This is an optimization exercise on Yosys and OpenROAD, whose aim is small area, not a production implementation. Function was checked by simulation only, so behaviour that the tests miss may differ from the original. Power figures rest on the tool's default switching activity, not on a simulated workload.

==> flow/design.v <==
module uavtalk_rx #(
    parameter STAT_W = 16
) (
    input  wire              clk,
    input  wire              rst,           
    input  wire              in_valid,
    input  wire [7:0]        in_byte,
    input  wire              cat_hit,
    input  wire [15:0]       cat_size,
    input  wire              stats_clr,
    output reg               res_valid,
    output wire [1:0]        res_code,      
    output reg  [2:0]        err_code,
    output wire [7:0]        frm_type,
    output reg  [31:0]       frm_objid,
    output reg  [15:0]       frm_instid,
    output reg  [7:0]        frm_len,
    output wire              pl_valid,
    output reg  [7:0]        pl_byte,
    output wire [7:0]        pl_index,
    output reg  [STAT_W-1:0] rx_bytes,
    output reg  [STAT_W-1:0] rx_objects,
    output reg  [STAT_W-1:0] rx_errors
);
    localparam [2:0] E_NONE         = 3'd0,
                     E_BAD_SYNC     = 3'd1,
                     E_BAD_VERSION  = 3'd2,
                     E_BAD_SIZE     = 3'd3,
                     E_UNKNOWN_OBJ  = 3'd4,
                     E_TOO_LARGE    = 3'd5,
                     E_LEN_MISMATCH = 3'd6,
                     E_BAD_CHECKSUM = 3'd7;
    localparam [8:0] POS_SYNC = 9'h1F5;
    function [7:0] crc8_update;
        input [7:0] crc;
        input [7:0] data;
        integer i;
        reg [7:0] c;
        begin
            c = crc ^ data;
            for (i = 0; i < 8; i = i + 1)
                c = c[7] ? ((c << 1) ^ 8'h07) : (c << 1);
            crc8_update = c;
        end
    endfunction
    reg [8:0] pos;
    reg [7:0] crc;
    reg [2:0] typ;         
    reg       sz_hi;       
    assign frm_type = {5'b00100, typ};
    assign pl_index = pos[7:0];
    wire       hdr   = pos[8] & (pos[3:0] != 4'hF);
    wire [3:0] hp    = pos[3:0];
    wire       s_sync  = hdr & (hp == 4'h5);
    wire       s_type  = hdr & (hp == 4'h6);
    wire       s_szlo  = hdr & (hp == 4'h7);
    wire       s_szhi  = hdr & (hp == 4'h8);
    wire       s_obj0  = hdr & (hp == 4'h9);
    wire       s_obj1  = hdr & (hp == 4'hA);
    wire       s_obj2  = hdr & (hp == 4'hB);
    wire       s_obj3  = hdr & (hp == 4'hC);
    wire       s_inst0 = hdr & (hp == 4'hD);
    wire       s_inst1 = hdr & (hp == 4'hE);
    assign res_code = {err_code != 3'd0, s_sync & (err_code == 3'd0)};
    assign pl_valid = res_valid & ~pos[8];
    wire [8:0] pos_inc = pos + 9'd1;
    wire        use_cat = ~typ[0] & ~typ[2];       
    wire [7:0]  cmp_a   = hdr ? (cat_size[7:0] & {8{use_cat}}) : pos_inc[7:0];
    wire        cmp_eq  = (cmp_a == frm_len);
    wire        at_ck   = ~hdr & cmp_eq;
    wire       s_data  = ~hdr & ~at_ck;
    wire [8:0]  lo_m10    = {1'b0, in_byte} - 9'd10;
    wire        hi_eq     = (in_byte == {7'd0, sz_hi});
    wire        hi_p1     = (in_byte == {6'd0, sz_hi, ~sz_hi});
    wire        size_bad  = ~hi_eq & ~(hi_p1 & (frm_len == 8'd0));
    wire        too_large = use_cat & (cat_size[15:8] != 8'd0);
    wire        len_bad   = sz_hi | ~cmp_eq;
    wire        type_ok   = (in_byte[7:3] == 5'b00100) & (in_byte[2:0] <= 3'd4);
    wire [7:0]  crc_d     = (s_sync ? 8'h00 : crc) ^ in_byte;
    wire        ck_ok     = (crc_d == 8'd0);
    reg  [2:0]  cause;
    always @* begin
        cause = E_NONE;
        if (s_sync && in_byte != 8'h3C)  cause = E_BAD_SYNC;
        if (s_type && !type_ok)          cause = E_BAD_VERSION;
        if (s_szhi && size_bad)          cause = E_BAD_SIZE;
        if (s_inst1) begin
            if (!cat_hit)                cause = E_UNKNOWN_OBJ;
            else if (too_large)          cause = E_TOO_LARGE;
            else if (len_bad)            cause = E_LEN_MISMATCH;
        end
        if (at_ck && !ck_ok)             cause = E_BAD_CHECKSUM;
    end
    wire step_ok   = at_ck & ck_ok;
    wire step_disc = (cause != E_NONE);
    wire to_sync   = step_ok | (step_disc & ~s_sync);
    always @(posedge clk) begin
        err_code <= cause;
        pl_byte  <= in_byte;
        if (rst) begin
            res_valid <= 1'b0;
            pos       <= POS_SYNC;
        end else begin
            res_valid <= in_valid;
            if (in_valid && !(s_sync && step_disc))
                pos <= to_sync ? POS_SYNC : pos_inc;
        end
        if (in_valid) begin
            crc <= crc8_update(8'h00, crc_d);
            if (s_type) typ <= in_byte[2:0];
            if (s_szlo) {sz_hi, frm_len} <= lo_m10;
            if (s_szhi) sz_hi <= ~hi_eq;
            if (s_obj0) frm_objid[7:0]   <= in_byte;
            if (s_obj1) frm_objid[15:8]  <= in_byte;
            if (s_obj2) frm_objid[23:16] <= in_byte;
            if (s_obj3) frm_objid[31:24] <= in_byte;
            if (s_inst0) frm_instid[7:0]  <= in_byte;
            if (s_inst1) frm_instid[15:8] <= in_byte;
        end
    end
    wire kill = rst | stats_clr;
    wire [STAT_W:0] tb_, to_, te_;
    assign tb_[0] = in_valid & ~&rx_bytes;
    assign to_[0] = in_valid & step_ok & ~&rx_objects;
    assign te_[0] = in_valid & step_disc & ~&rx_errors;
    genvar gi;
    generate
        for (gi = 0; gi < STAT_W; gi = gi + 1) begin : g_carry
            assign tb_[gi+1] = tb_[gi] & rx_bytes[gi];
            assign to_[gi+1] = to_[gi] & rx_objects[gi];
            assign te_[gi+1] = te_[gi] & rx_errors[gi];
        end
    endgenerate
    always @(posedge clk) begin
        rx_bytes[STAT_W-1:1]   <= kill ? {(STAT_W-1){1'b0}} : rx_bytes[STAT_W-1:1]   ^ tb_[STAT_W-1:1];
        rx_objects[STAT_W-1:1] <= kill ? {(STAT_W-1){1'b0}} : rx_objects[STAT_W-1:1] ^ to_[STAT_W-1:1];
        rx_errors[STAT_W-1:1]  <= kill ? {(STAT_W-1){1'b0}} : rx_errors[STAT_W-1:1]  ^ te_[STAT_W-1:1];
        rx_bytes[0]   <= rst ? 1'b0 : stats_clr ? in_valid             : rx_bytes[0]   ^ tb_[0];
        rx_objects[0] <= rst ? 1'b0 : stats_clr ? (in_valid & step_ok)   : rx_objects[0] ^ to_[0];
        rx_errors[0]  <= rst ? 1'b0 : stats_clr ? (in_valid & step_disc) : rx_errors[0]  ^ te_[0];
    end
endmodule
Settings: LEC_CHECK=0, CAP_MARGIN=20, CORE_MARGIN=2, CORE_UTILIZATION=75, CTS_BUF_LIST=sky130_fd_sc_hd__clkbuf_8, SLEW_MARGIN=20; clock period 7.0 ns.
standard.sh (not shown) runs the stock make flow with config.mk's settings and CLKGATE_MAP_FILE= SYNTH_SCRIPT=/design/flow/synth_recipe.tcl, a recipe that flattens the netlist after the stock synthesis.
==> flow/flow/run.sh <==
#!/bin/bash
set -euo pipefail
bash standard.sh \
  "BUFFER_PORTS_ARGS=-buffer_cell sky130_fd_sc_hd__buf_1" \
  "CTS_ARGS=-sink_clustering_enable -repair_clock_nets -dont_use_dummy_load -buf_list sky130_fd_sc_hd__clkbuf_8" \
  finish > standard_flow.log 2>&1
Then changed:
--- a/flow/design.v
+++ b/flow/design.v
@@ -64,17 +64,16 @@
     assign res_code = {err_code != 3'd0, s_sync & (err_code == 3'd0)};
     assign pl_valid = res_valid & ~pos[8];
     wire [8:0] pos_inc = pos + 9'd1;
-    wire        use_cat = ~typ[0] & ~typ[2];       
-    wire [7:0]  cmp_a   = hdr ? (cat_size[7:0] & {8{use_cat}}) : pos_inc[7:0];
-    wire        cmp_eq  = (cmp_a == frm_len);
-    wire        at_ck   = ~hdr & cmp_eq;
+    wire       at_ck   = ~hdr & (pos_inc[7:0] == frm_len);
     wire       s_data  = ~hdr & ~at_ck;
     wire [8:0]  lo_m10    = {1'b0, in_byte} - 9'd10;
     wire        hi_eq     = (in_byte == {7'd0, sz_hi});
     wire        hi_p1     = (in_byte == {6'd0, sz_hi, ~sz_hi});
     wire        size_bad  = ~hi_eq & ~(hi_p1 & (frm_len == 8'd0));
+    wire        use_cat   = ~typ[0] & ~typ[2];       
     wire        too_large = use_cat & (cat_size[15:8] != 8'd0);
-    wire        len_bad   = sz_hi | ~cmp_eq;
+    wire [7:0]  exp_len   = use_cat ? cat_size[7:0] : 8'd0;
+    wire        len_bad   = sz_hi | (exp_len != frm_len);
     wire        type_ok   = (in_byte[7:3] == 5'b00100) & (in_byte[2:0] <= 3'd4);
     wire [7:0]  crc_d     = (s_sync ? 8'h00 : crc) ^ in_byte;
     wire        ck_ok     = (crc_d == 8'd0);
Effect: Worst setup slack gets better by 380 ps. Cell count increases by about 1.6%. Total power came out higher by 7.0%. Synthesized cell count grows by 2.5%. Final area came out higher by 1.7%. Core utilization came out lower by 2.5 points. Global-route usage drops by 1.8 points. Critical path depth came out higher by 2. Flip-flop and latch count is unchanged. Via count shrinks by about 1.2%. Combinational power goes up by 27%. Sequential power came out higher by about 2%. Die area is higher by 2.7%.

==> what the ideal ports hide <==
In the flow no input, the clock included, has a driving cell. The finished layouts below were timed again as built, in two steps.
Step 1: set_driving_cell puts a clkbuf_16 on clk and a buf_2 on each other input, an assumption about the parent block.
Step 2 times the ports against the registers' clock, not the clock port: input delays grow and output delays shrink by t, the midpoint of the rising clock arrivals with the driver on.
Three values: ideal ports, drivers, drivers and shift; two values: the first two.
| run | shift t [ns] | setup WS [ns] | clock arrival spread, ns | worst register clock-pin slew, ns | pins driven straight from the clock port |
|---|---|---|---|---|---|
| the first run | 0.456 | 0.445 / 0.453 / -0.002 | 0.032 / 0.031 | 0.09 / 0.09 | 1 |
| the second run | 0.460 | 0.827 / 0.827 / 0.404 | 0.035 / 0.035 | 0.09 / 0.09 | 1 |
With both steps, setup timing fails in the first run, where it was met with ideal ports. For the first run, which loses most, drivers alone change the setup slack by +0.008 ns; drivers and shift together by -0.447 ns.
